This is an optimization exercise on Yosys and OpenROAD, whose aim is small area, not a production implementation. The RTL was checked by simulation tests, not by an equivalence proof against the original design. Power is estimated from default activity; no workload was simulated.

==> 01-21: inputs <==
Design msf60_core, start of the top module:
module msf60_core (
    input  wire        clk,
    input  wire        rst,           
    input  wire        cmd_valid,
    output wire        cmd_ready,
    input  wire [63:0] cmd_word,
    output wire        rsp_valid,
    output wire [31:0] rsp_data,
    output wire        acc_valid,
    input  wire        acc_ready,
    output wire [3:0]  acc_kind,
    output wire [8:0]  acc_value,
    output wire        acc_is_valid,
    output wire        acc_track,
    input  wire        acc_answer
);
    localparam [31:0] K_A0     = 32'd150_000;
    localparam [31:0] K_AA     = 32'd250_000;
    localparam [31:0] K_AB     = 32'd350_000;
    localparam [31:0] K_MIN    = 32'd550_000;
    localparam [31:0] K_RUN    = 32'd1_500_000;
    localparam [31:0] K_P450   = 32'd450_001;    
    localparam [31:0] K_PMIN   = 32'd650_001;    
    localparam [31:0] K_SPIKE0 = 32'd30_000;
    localparam [4:0] S_CLR  = 5'd0;    
    localparam [4:0] S_IDLE = 5'd1;
    localparam [4:0] S_EA   = 5'd2;    
    localparam [4:0] S_ET   = 5'd3;    
    localparam [4:0] S_EW   = 5'd4;    
    localparam [4:0] S_SA   = 5'd5;    
    localparam [4:0] S_SB   = 5'd6;    
    localparam [4:0] S_M1   = 5'd7;    
    localparam [4:0] S_M2   = 5'd8;    
    localparam [4:0] S_P    = 5'd9;    
    localparam [4:0] S_CALL = 5'd10;   
    localparam [4:0] S_FW   = 5'd11;   
    localparam [4:0] S_FC   = 5'd12;   
    localparam [4:0] S_PRE  = 5'd13;   
    localparam [4:0] S_RSP  = 5'd14;   
    localparam [4:0] S_RV   = 5'd15;   
  ...
export LEC_CHECK = 0
export ABC_AREA = 1
export CAP_MARGIN = 20
export CORE_MARGIN = 2
export CORE_UTILIZATION = 60
export CTS_BUF_LIST = sky130_fd_sc_hd__clkbuf_8
export CTS_CLUSTER_DIAMETER = 80
export CTS_CLUSTER_SIZE = 14
export GPL_TIMING_DRIVEN = 0
export PLACE_DENSITY = 0.75
export SLEW_MARGIN = 20
create_clock -name core_clock -period 15.0 [get_ports {clk}]
standard.sh (not shown) runs the stock make flow with config.mk's settings and CLKGATE_MAP_FILE= SYNTH_SCRIPT=/design/flow/synth_recipe.tcl, a recipe that flattens the netlist after the stock synthesis.
==> flow/flow/run.sh <==
#!/bin/bash
# The standard layout (standard.sh), with two changes:
# - synthesis maps with an area-only ABC script and leaves adders to ABC
#   (flow/synth_wrap.tcl, which sources synth_recipe.tcl unchanged otherwise);
# - the port buffers that buffer_ports inserts are the library's smallest
#   buffer, sky130_fd_sc_hd__buf_1.
# Make's output goes to standard.log; ORFS keeps each step's log under orfs/logs.
set -euo pipefail
here=$(cd "$(dirname "${BASH_SOURCE[0]}")" && pwd)
export FLOW_SYNTH_TCL="$PWD/synth_recipe.tcl"
export BUFFER_PORTS_ARGS="-buffer_cell sky130_fd_sc_hd__buf_1"
bash standard.sh SYNTH_SCRIPT="$here/synth_wrap.tcl" finish > standard.log 2>&1
==> flow/flow/abc_min_area.script <==
strash
&get -n
&st
&dch
&nf -a -R 1000 -p -C 32 -F 6 -A 4
&put
mfs2
strash
&get -n
&st
&dch
&nf -a -R 1000 -p -C 32 -F 6 -A 4
&put
mfs2
strash
&get -n
&st
&dch
&nf -a -R 1000 -p -C 32 -F 6 -A 4
&put
mfs2
strash
&get -n
&st
&dch
&nf -a -R 1000 -p -C 32 -F 6 -A 4
&put
mfs2
strash
&get -n
&st
&dch
&nf -a -R 1000 -p -C 32 -F 6 -A 4
&put
mfs2
strash
&get -n
&st
&dch
&nf -a -R 1000 -p -C 32 -F 6 -A 4
&put
mfs2
strash
&get -n
&st
&dch
&nf -a -R 1000 -p -C 32 -F 6 -A 4
&put
mfs2
strash
&get -n
&st
&dch
&nf -a -R 1000 -p -C 32 -F 6 -A 4
&put
mfs2
strash
&get -n
&st
&dch
&nf -a -R 1000 -p -C 32 -F 6 -A 4
&put
mfs2
strash
&get -n
&st
&dch
&nf -a -R 1000 -p -C 32 -F 6 -A 4
&put
mfs2
strash
&get -n
&st
&dch
&nf -a -R 1000 -p -C 32 -F 6 -A 4
&put
mfs2
strash
&get -n
&st
&dch
&nf -a -R 1000 -p -C 32 -F 6 -A 4
&put
mfs2
strash
&get -n
&st
&dch
&nf -a -R 1000 -p -C 32 -F 6 -A 4
&put
mfs2
strash
&get -n
&st
&dch
&nf -a -R 1000 -p -C 32 -F 6 -A 4
&put
mfs2
strash
&get -n
&st
&dch
&nf -a -R 1000 -p -C 32 -F 6 -A 4
&put
mfs2
strash
&get -n
&st
&dch
&nf -a -R 1000 -p -C 32 -F 6 -A 4
&put
mfs2
strash
&get -n
&st
&dch
&nf -a -R 1000 -p -C 32 -F 6 -A 4
&put
mfs2
strash
&get -n
&st
&dch
&nf -a -R 1000 -p -C 32 -F 6 -A 4
&put
mfs2
strash
&get -n
&st
&dch
&nf -a -R 1000 -p -C 32 -F 6 -A 4
&put
mfs2
strash
&get -n
&st
&dch
&nf -a -R 1000 -p -C 32 -F 6 -A 4
&put
mfs2
strash
&get -n
&st
&dch
&nf -a -R 1000 -p -C 32 -F 6 -A 4
&put
mfs2
strash
&get -n
&st
&dch
&nf -a -R 1000 -p -C 32 -F 6 -A 4
&put
mfs2
strash
&get -n
&st
&dch
&nf -a -R 1000 -p -C 32 -F 6 -A 4
&put
mfs2
strash
&get -n
&st
&dch
&nf -a -R 1000 -p -C 32 -F 6 -A 4
&put
mfs2
strash
&get -n
&st
&dch
&nf -a -R 1000 -p -C 32 -F 6 -A 4
&put
mfs2
strash
&get -n
&st
&dch
&nf -a -R 1000 -p -C 32 -F 6 -A 4
&put
mfs2
strash
&get -n
&st
&dch
&nf -a -R 1000 -p -C 32 -F 6 -A 4
&put
mfs2
strash
&get -n
&st
&dch
&nf -a -R 1000 -p -C 32 -F 6 -A 4
&put
mfs2
strash
&get -n
&st
&dch
&nf -a -R 1000 -p -C 32 -F 6 -A 4
&put
mfs2
strash
&get -n
&st
&dch
&nf -a -R 1000 -p -C 32 -F 6 -A 4
&put
mfs2
strash
&get -n
&st
&dch
&nf -a -R 1000 -p -C 32 -F 6 -A 4
&put
topo
Other scripts of this flow, unchanged in this note and not shown: flow/flow/synth_wrap.tcl
==> 05-24 (differences from 01-21) <==
==> flow/flow/abc_min_area.script (replaced) <==
strash
&get -n
&st
&dch
&nf -a -R 1000
&put
mfs2
strash
&get -n
&st
&dch
&nf -a -R 1000
&put
mfs2
strash
&get -n
&st
&dch
&nf -a -R 1000
&put
mfs2
strash
&get -n
&st
&dch
&nf -a -R 1000
&put
mfs2
strash
&get -n
&st
&dch
&nf -a -R 1000
&put
mfs2
strash
&get -n
&st
&dch
&nf -a -R 1000
&put
mfs2
strash
&get -n
&st
&dch
&nf -a -R 1000
&put
mfs2
strash
&get -n
&st
&dch
&nf -a -R 1000
&put
mfs2
strash
&get -n
&st
&dch
&nf -a -R 1000
&put
mfs2
strash
&get -n
&st
&dch
&nf -a -R 1000
&put
mfs2
strash
&get -n
&st
&dch
&nf -a -R 1000
&put
mfs2
strash
&get -n
&st
&dch
&nf -a -R 1000
&put
mfs2
strash
&get -n
&st
&dch
&nf -a -R 1000
&put
mfs2
strash
&get -n
&st
&dch
&nf -a -R 1000
&put
mfs2
strash
&get -n
&st
&dch
&nf -a -R 1000
&put
mfs2
strash
&get -n
&st
&dch
&nf -a -R 1000
&put
mfs2
strash
&get -n
&st
&dch
&nf -a -R 1000
&put
mfs2
strash
&get -n
&st
&dch
&nf -a -R 1000
&put
mfs2
strash
&get -n
&st
&dch
&nf -a -R 1000
&put
mfs2
strash
&get -n
&st
&dch
&nf -a -R 1000
&put
mfs2
strash
&get -n
&st
&dch
&nf -a -R 1000
&put
topo
Settings changed: GPL_TIMING_DRIVEN 0 to unset.
==> 01-12 (differences from 01-21) <==
Settings changed: GPL_TIMING_DRIVEN 0 to unset.
==> run summary <==
The highest via count belongs to 05-24, the lowest to 01-21.
Routed wire length: 01-12 is lower than 01-21 (about 1.4%).
Between 05-24 and 01-12, the lower combinational power is in 01-12 (gap 16%, measured against 01-12).
Worst setup slack: 05-24 > 01-21 > 01-12.
Worst hold slack: 01-12 is worse than 01-21 (0.0036 ns).
Between 05-24 and 01-21, the lower die area is in 01-21 (gap 1.3%, measured against 01-21).
In 05-24 the clock-buffer cell count is lower than in 01-21, by 1.
Core utilization, highest first: 05-24, 01-12, 01-21.
Between 01-21 and 05-24, the lower area after synthesis is in 01-21 (gap 1.3%, measured against 05-24).
Global-route usage: 05-24 is higher than 01-12 (1.0 points).

========
==> branch willow: inputs <==
Another version of the RTL of msf60_core (not shown whole).
// msf60_core
module msf60_core (
    input  wire        clk,
    input  wire        rst,           
    input  wire        cmd_valid,
    output wire        cmd_ready,
    input  wire [63:0] cmd_word,
    output wire        rsp_valid,
    output wire [31:0] rsp_data,
    output wire        acc_valid,
    input  wire        acc_ready,
    output wire [3:0]  acc_kind,
    output wire [8:0]  acc_value,
    output wire        acc_is_valid,
    output wire        acc_track,
    input  wire        acc_answer
);
    localparam [31:0] K_A0     = 32'd150_000;
    localparam [31:0] K_AA     = 32'd250_000;
    localparam [31:0] K_AB     = 32'd350_000;
    localparam [31:0] K_MIN    = 32'd550_000;
    localparam [31:0] K_RUN    = 32'd1_500_000;
    localparam [31:0] K_P450   = 32'd450_001;    
    localparam [31:0] K_PMIN   = 32'd650_001;    
    localparam [31:0] K_SPIKE0 = 32'd30_000;
    localparam [4:0] S_CLR  = 5'd0;    
    localparam [4:0] S_IDLE = 5'd1;
    localparam [4:0] S_EA   = 5'd2;    
    localparam [4:0] S_ET   = 5'd3;    
    localparam [4:0] S_EW   = 5'd4;    
    localparam [4:0] S_SA   = 5'd5;    
    localparam [4:0] S_SB   = 5'd6;    
    localparam [4:0] S_M1   = 5'd7;    
    localparam [4:0] S_M2   = 5'd8;    
    localparam [4:0] S_P    = 5'd9;    
    localparam [4:0] S_CALL = 5'd10;   
    localparam [4:0] S_FW   = 5'd11;   
    localparam [4:0] S_FC   = 5'd12;   
    localparam [4:0] S_PRE  = 5'd13;   
    localparam [4:0] S_RSP  = 5'd14;   
    localparam [4:0] S_RV   = 5'd15;   
    localparam [4:0] S_RB   = 5'd16;   
  ...
==> flow/config.mk <==
export PLATFORM = sky130hd
export DESIGN_NAME = msf60_core
export DESIGN_NICKNAME = msf60_core
export VERILOG_FILES = /design/flow/design.v
export SDC_FILE = /design/flow/constraint.sdc
export NUM_CORES = 4
export LEC_CHECK = 0
export ABC_AREA = 1
export CAP_MARGIN = 20
export CORE_MARGIN = 2
export CORE_UTILIZATION = 60
export CTS_BUF_LIST = sky130_fd_sc_hd__clkbuf_8
export CTS_CLUSTER_DIAMETER = 80
export CTS_CLUSTER_SIZE = 16
export PLACE_DENSITY = 0.75
export SLEW_MARGIN = 20
==> flow/constraint.sdc <==
create_clock -name core_clock -period 15.0 [get_ports {clk}]
set_input_delay 3.0000 -clock core_clock [delete_from_list [all_inputs] [get_ports {clk}]]
set_output_delay 3.0000 -clock core_clock [all_outputs]
set_load 0.01 [all_outputs]
==> flow/flow/abc_min_area.script <==
strash
&get -n
&st
&dch
&nf -a -R 1000
&put
mfs2
strash
&get -n
&st
&dch
&nf -a -R 1000
&put
mfs2
strash
&get -n
&st
&dch
&nf -a -R 1000
&put
mfs2
strash
&get -n
&st
&dch
&nf -a -R 1000
&put
mfs2
strash
&get -n
&st
&dch
&nf -a -R 1000
&put
mfs2
strash
&get -n
&st
&dch
&nf -a -R 1000
&put
mfs2
strash
&get -n
&st
&dch
&nf -a -R 1000
&put
mfs2
strash
&get -n
&st
&dch
&nf -a -R 1000
&put
mfs2
strash
&get -n
&st
&dch
&nf -a -R 1000
&put
mfs2
strash
&get -n
&st
&dch
&nf -a -R 1000
&put
mfs2
strash
&get -n
&st
&dch
&nf -a -R 1000
&put
mfs2
strash
&get -n
&st
&dch
&nf -a -R 1000
&put
mfs2
strash
&get -n
&st
&dch
&nf -a -R 1000
&put
mfs2
strash
&get -n
&st
&dch
&nf -a -R 1000
&put
mfs2
strash
&get -n
&st
&dch
&nf -a -R 1000
&put
mfs2
strash
&get -n
&st
&dch
&nf -a -R 1000
&put
mfs2
strash
&get -n
&st
&dch
&nf -a -R 1000
&put
mfs2
strash
&get -n
&st
&dch
&nf -a -R 1000
&put
mfs2
strash
&get -n
&st
&dch
&nf -a -R 1000
&put
mfs2
strash
&get -n
&st
&dch
&nf -a -R 1000
&put
mfs2
strash
&get -n
&st
&dch
&nf -a -R 1000
&put
topo
==> flow/flow/synth_wrap.tcl <==
# Runs the standard flow's synthesis script (synth_recipe.tcl) unchanged, except that the
# technology mapping call of ORFS's synth.tcl uses an area-only ABC script.
set ::flow_abc_script [file normalize [file join [file dirname [info script]] abc_min_area.script]]

proc abc {args} {
  set i [lsearch -exact $args -script]
  if { $i >= 0 && [regexp {abc_(area|speed)\.script$} [lindex $args [expr {$i + 1}]]] } {
    lset args [expr {$i + 1}] $::flow_abc_script
    puts "flow: mapping with $::flow_abc_script"
  }
  yosys abc {*}$args
}
# Leave adders to ABC rather than mapping them to the fa/ha cells first.
set ::env(ADDER_MAP_FILE) ""
source $::env(FLOW_SYNTH_TCL)
Scripts as last shown in full above: flow/flow/run.sh
==> inputs of branch lagoon, as changes to branch willow <==
- CTS_CLUSTER_SIZE: 16 -> 14
- PLACE_DENSITY: 0.75 -> 0.9
==> impl_metrics.env <==
export IMPL_reg2reg_slack_ps=9590
export IMPL_power_clock_uw=484
export IMPL_peakVddDrop_v=0.000109
export IMPL_status="finished clean"
export IMPL_p_sw_uw=609
export IMPL_grtUsageMet1=0.404
export IMPL_p_sw_frac=0.302
export IMPL_use_met2=0.474
export IMPL_detail_route_first_pass_iterations=6
export IMPL_finalCriticalPeriod_ps=7110
export IMPL_powerDensity_nw_per_um2=156
export IMPL_place_area_um2=12400
export IMPL_min_from="odr[18]"
(the above is from branch lagoon)
==> impl_metrics.env <==
export IMPL_place_area_um2=12400
export IMPL_peakVddDrop_v=0.000124
export IMPL_p_sw_frac=0.295
export IMPL_finalCriticalPeriod_ps=7000
export IMPL_p_sw_uw=585
export IMPL_status="finished clean"
export IMPL_powerDensity_nw_per_um2=154
(the above is from branch willow)

========
==> run a: inputs <==
Another version of the RTL of msf60_core (not shown whole).
clock: 15.0 ns
lec_check: 0
abc_area: 1
cap_margin: 20
core_margin: 2
core_utilization: 60
cts_buf_list: sky130_fd_sc_hd__clkbuf_8
cts_cluster_diameter: 80
cts_cluster_size: 16
place_density: 0.75
slew_margin: 20
==> flow/flow/abc_min_area.script <==
strash
&get -n
&st
&dch
&nf -a -R 1000
&put
mfs2
strash
&get -n
&st
&dch
&nf -a -R 1000
&put
mfs2
strash
&get -n
&st
&dch
&nf -a -R 1000
&put
mfs2
strash
&get -n
&st
&dch
&nf -a -R 1000
&put
mfs2
strash
&get -n
&st
&dch
&nf -a -R 1000
&put
topo
Scripts as last shown in full above: flow/flow/run.sh, flow/flow/synth_wrap.tcl
==> run b (differences from run a) <==
--- a/flow/design.v
+++ b/flow/design.v
@@ -65,26 +65,21 @@
     localparam [3:0] T_ZERO = 4'd0;
     localparam [3:0] T_EDGE = 4'd1;
     localparam [3:0] T_DEC  = 4'd2;
     localparam [3:0] T_ADV  = 4'd3;
     localparam [3:0] T_SPK  = 4'd4;
     localparam [3:0] T_QLEN = 4'd5;
     localparam [3:0] T_QMRK = 4'd6;
     localparam [3:0] T_RBUF = 4'd7;
-    localparam [3:0] T_RDRG = 4'd8;
-    localparam [3:0] C_STAT = 4'd0;
-    localparam [3:0] C_DEC  = 4'd9;
-    localparam [3:0] C_ZERO = 4'd10;
-    localparam [3:0] C_QLEN = 4'd11;
-    localparam [3:0] C_QMRK = 4'd12;
-    localparam [3:0] C_RBUF = 4'd13;
+    localparam [3:0] T_RD0  = 4'd8;    
     reg [5:0]  c;
     reg [4:0]  st;
-    reg        flag;            
+    reg [3:0]  typ;
+    reg [5:0]  arg;             
     reg [3:0]  ck;              
     reg [63:0] sk, sa, sb;      
     reg [31:0] t0r, odr, spr;   
     reg [31:0] X;
     reg [5:0]  second;
     reg        have_t0, new_second, new_minute, first_minute, gate_q;
     reg [3:0]  pk, px;          
     reg        dk, ds;          
@@ -96,16 +91,17 @@
     reg        K;               
     reg        bw;              
     reg        lt_sp, c150, c250, c350, c550, c1500, le450;
     reg        o150, onz, ole450, ole650;
     wire [4:0] ph   = c[4:0];
     wire       ph0  = ph == 5'd0;
     wire       ph31 = ph == 5'd31;
     wire       c63  = c == 6'd63;
+    wire       flag = arg[0];
     wire s59 = second == 6'd59;
     wire s60 = second == 6'd60;
     wire s61 = second == 6'd61;
     wire k_o  = s59 ? sk[63] : s61 ? sk[1] : sk[0];
     wire a_o  = s59 ? sa[63] : s61 ? sa[1] : sa[0];
     wire b_o  = s59 ? sb[63] : s61 ? sb[1] : sb[0];
     wire b_om = s59 ? sb[62] : s61 ? sb[0] : sb[63];    
     wire [7:0] wk = {sk[1], sk[0], sk[63:58]};
@@ -127,18 +123,19 @@
         ntyp = T_ZERO;
         case (op)
             8'h01: if (z_hi & z_im)               ntyp = T_EDGE;
             8'h02: if (z_hi & z_im & z_d)         ntyp = T_DEC;
             8'h03: if (z_hi & z_im & z_32 & z_d)  ntyp = T_ADV;
             8'h04: if (z_hi & z_im & z_32)        ntyp = T_SPK;
             8'h05: if (z_hi & z_im & z_32 & z_d)  ntyp = T_QLEN;
             8'h06: if (z_hi & z_im & z_d)         ntyp = T_QMRK;
-            8'h07: if (z_hi & z_d)                ntyp = T_RDRG;
-            8'h08: if (z_hi & z_d)
+            8'h07: if (z_hi & z_d && cmd_word[39:32] < 8'd7)
+                                                  ntyp = T_RD0 + {1'b0, cmd_word[34:32]};
+            8'h08: if (z_hi & z_d && cmd_word[39:38] == 2'd0)
                                                   ntyp = T_RBUF;
             default: ;
         endcase
     end
     wire xa = X[0];
     wire d_bit = xa ^ t0r[0] ^ (bw & ~ph0);
     wire bw_n  = ph0 ? (~xa & t0r[0]) : ((~xa & t0r[0]) | (~(xa ^ t0r[0]) & bw));
     function lts;                     
@@ -216,28 +213,28 @@
     wire zero_pr = sk[63] & ~sb[63];
     wire [5:0] status = {gate_q, have_t0, first_minute, 1'b0, new_minute, new_second};
     wire [4:0] d5 = ds ? (5'd0 - {1'b0, dc}) : {1'b0, dc};
     wire [8:0] dut1_r = {dk, {3{d5[4]}}, d5} & {9{dk}};
     wire [7:0] par_r = {pk[3], pok[3], pk[2], pok[2], pk[1], pok[1], pk[0], pok[0]};
     reg src;
     always @* begin
         src = 1'b0;
-        case (ck)
-            C_STAT: src = ph < 5'd6 && status[ph[2:0]];
-            C_DEC:  src = (ph == 5'd0 && ext) || (ph == 5'd1 && ext && sok);
-            C_QLEN: src = ph < 5'd6 && ml[ph[2:0]];
-            C_QMRK: src = ph == 5'd0 && mp;
-            C_RBUF: src = ph < 5'd4 && (ph[1] ? (ph[0] ? V[2] : V[0]) : (ph[0] ? V[2] : V[1]));
-            4'd1:   src = ph < 5'd6 && second[ph[2:0]];
-            4'd2:   src = t0r[0];
-            4'd3:   src = odr[0];
-            4'd4:   src = spr[0];
-            4'd5:   src = ph < 5'd8 && par_r[ph[2:0]];
-            4'd6:   src = ph < 5'd9 && dut1_r[ph[3:0]];
+        case (typ)
+            T_EDGE, T_RD0: src = ph < 5'd6 && status[ph[2:0]];
+            T_DEC:  src = (ph == 5'd0 && ext) || (ph == 5'd1 && ext && sok);
+            T_QLEN: src = ph < 5'd6 && ml[ph[2:0]];
+            T_QMRK: src = ph == 5'd0 && mp;
+            T_RBUF: src = ph < 5'd4 && (ph[1] ? (ph[0] ? arg[2] : arg[0]) : (ph[0] ? arg[2] : arg[1]));
+            4'd9:   src = ph < 5'd6 && second[ph[2:0]];
+            4'd10:  src = t0r[0];
+            4'd11:  src = odr[0];
+            4'd12:  src = spr[0];
+            4'd13:  src = ph < 5'd8 && par_r[ph[2:0]];
+            4'd14:  src = ph < 5'd9 && dut1_r[ph[3:0]];
             default: src = 1'b0;
         endcase
     end
     reg xin;
     always @* begin
         case (st)
             S_EA:              xin = d_bit;
             S_EB, S_SA, S_SB:  xin = xa;
@@ -260,17 +257,17 @@
         t0r <= {t0_in, t0r[31:1]};
         odr <= {od_in, odr[31:1]};
         spr <= {sp_in, spr[31:1]};
         X   <= accept ? cmd_word[31:0] : {xin, X[31:1]};
         bw  <= bw_n;
         md1 <= m_now;
         md2 <= md1;
         if (c == second)
-            mp <= (ck == C_QMRK) ? (flag ? m_now : md1) : md2;
+            mp <= (typ == T_QMRK) ? (flag ? m_now : md1) : md2;
         if (c == 6'd59)
             m60 <= m_now;
     end
     always @(posedge clk) begin
         if (st == S_EA)
             lt_sp <= lts(ph0 ? 1'b0 : lt_sp, d_bit, spr[0]);
         if (st == S_EB || st == S_SA)
             c150  <= lts(ph0 ? 1'b0 : c150,  xa, K_A0[ph]);
@@ -298,36 +295,28 @@
             gate_q       <= 1'b0;
             pk           <= 4'd0;
             dk           <= 1'b0;
         end else begin
             c <= c + 6'd1;
             case (st)
                 S_CLR: if (c63) st <= S_IDLE;
                 S_IDLE: if (accept) begin
-                    flag <= cmd_word[32];
-                    V    <= cmd_word[39:32];
-                    ck   <= C_ZERO;
+                    typ <= ntyp;
+                    arg <= cmd_word[37:32];
                     case (ntyp)
-                        T_EDGE: begin ck <= C_STAT; st <= S_EA; end
+                        T_EDGE: st <= S_EA;
                         T_SPK:  st <= S_SA;
                         T_DEC: begin
                             added <= 1'b0;
-                            if (first_minute) begin ck <= C_DEC; st <= S_M1; end
+                            if (first_minute) st <= S_M1;
                             else begin ck <= 4'd0; st <= S_CALL; end
                         end
-                        T_QLEN: begin ck <= C_QLEN; st <= S_M1; end
-                        T_QMRK: begin ck <= C_QMRK; st <= S_M1; end
-                        T_RBUF: if (cmd_word[39:38] == 2'd0) begin
-                            ck <= C_RBUF; st <= S_RB;
-                        end else st <= S_PRE;
-                        T_RDRG: begin
-                            if (cmd_word[39:32] < 8'd7) ck <= cmd_word[35:32];
-                            st <= S_PRE;
-                        end
+                        T_QLEN, T_QMRK: st <= S_M1;
+                        T_RBUF: st <= S_RB;
                         T_ADV: begin
                             if (new_minute) begin
                                 if (first_minute & gate_q) begin
                                     ck <= 4'd10; st <= S_CALL;
                                 end else begin
                                     gate_q <= 1'b0; second <= 6'd0; st <= S_PRE;
                                 end
                             end else begin
@@ -343,23 +332,23 @@
                 S_EW: if (ew_now) begin
                     have_t0    <= 1'b1;
                     new_second <= commit & e_ns;
                     new_minute <= commit & e_min;
                     st <= S_PRE;
                 end
                 S_SA: if (ph31) st <= S_SB;
                 S_SB: if (ph31) st <= S_RSP;
-                S_RB: if (c == V[5:0]) begin
-                    V[2:0] <= {sk[0], sa[0], sb[0]};
+                S_RB: if (c == arg) begin
+                    arg[2:0] <= {sk[0], sa[0], sb[0]};
                     st <= S_PRE;
                 end
                 S_M1: if (c63) st <= S_M2;
                 S_M2: if (c63) begin
-                    if (ck == C_DEC) begin
+                    if (typ == T_DEC) begin
                         if (ext) st <= S_P;
                         else begin gate_q <= 1'b0; st <= S_RSP; end
                     end else st <= S_RSP;
                 end
                 S_P: begin
                     if (c == 6'd0) begin
                         pk <= 4'b1111; px <= 4'b0000;
                         dk <= 1'b1; ds <= 1'b0; dc <= 4'd0;
@@ -375,17 +364,17 @@
                             if (one_r) dc <= dc + 4'd1;
                             if (c == 6'd9 && one_r) ds <= 1'b1;
                         end
                     end
                     if (c63) begin ck <= 4'd1; st <= S_CALL; end
                 end
                 S_CALL: if (fire) begin
                     case (ck)
-                        4'd0: begin added <= acc_answer; ck <= C_DEC; st <= S_M1; end
+                        4'd0: begin added <= acc_answer; st <= S_M1; end
                         4'd8: ck <= 4'd9;
                         4'd9: begin gate_q <= flag ? sok : dk; st <= S_PRE; end
                         4'd10: begin
                             if (acc_answer) first_minute <= 1'b0;
                             gate_q <= 1'b0;
                             second <= 6'd0;
                             st <= S_PRE;
                         end
==> flow/run.sh (new file) <==
#!/bin/bash
# synth_recipe.tcl (not shown) runs the flow's synth.tcl, then flattens the netlist and writes it again
# the make line also repeats each setting of config.mk as NAME=value (left out here)
make -C /OpenROAD-flow-scripts/flow DESIGN_CONFIG=/design/flow/config.mk WORK_HOME=/design/flow/orfs CLKGATE_MAP_FILE= SYNTH_SCRIPT=/design/flow/synth_recipe.tcl finish
- ABC_AREA: 1 -> default
- CORE_UTILIZATION: 60 -> 40
- CTS_BUF_LIST: sky130_fd_sc_hd__clkbuf_8 -> default
- CTS_CLUSTER_DIAMETER: 80 -> default
- CTS_CLUSTER_SIZE: 16 -> default
- PLACE_DENSITY: 0.75 -> 0.6
removed: flow/flow/run.sh
removed: flow/flow/abc_min_area.script
removed: flow/flow/synth_wrap.tcl
removed: flow/standard.sh
==> notes <==
Sequential share of layout area: run a is higher than run b (11 points). Of run a and run b, run b has the higher register-to-register slack (gap 0.64 ns). Between run a and run b, the lower wire length is in run a (gap about 22%, measured against run b). In run a the first-iteration DRC count is higher than in run b, by 13%. Flip-flop and latch count: run a is lower than run b (9). In run a the hold slack is lower than in run b, by 0.0037 ns. Clock power: run a is lower than run b (about 54%). Of run a and run b, run b has the higher clock-buffer cell count (gap 24). In run b the combinational power is smaller than in run a, by 64%. Fmax: run a is larger than run b (about 20%).

## separate check: timing with driven ports
The flow's constraints put no driver on any port. The routed layouts listed below were extracted and timed again, unchanged, in two steps. Step 1: set_driving_cell puts a clkbuf_16 on clk and a buf_2 on each other input, an assumption about the parent block. Step 2 also shifts input and output timing later by t, the mid clock arrival at the registers, as if the neighbouring blocks saw the same clock. Three values: ideal, step 1, step 2; two values: the first two.
| run | t (ns) | slack for setup (ns) | worst setup path after step 2 |
|---|---|---|---|
| 01-21 | 0.601 | 7.951 / 7.912 / 8.090 | input to register |
| 05-24 | 0.616 | 8.059 / 8.014 / 8.112 | input to register |
| 01-12 | 0.605 | 7.936 / 7.901 / 8.360 | input to register |
| branch willow | 0.607 | 8.001 / 7.960 / 8.082 | input to register |
| branch lagoon | 0.621 | 7.892 / 7.849 / 8.181 | input to register |
| run a | 0.619 | 8.625 / 8.587 / 9.068 | input to register |
| run b | 0.566 | 7.384 / 7.335 / 7.901 | register to output |
After both steps setup and hold are still met in every run listed.
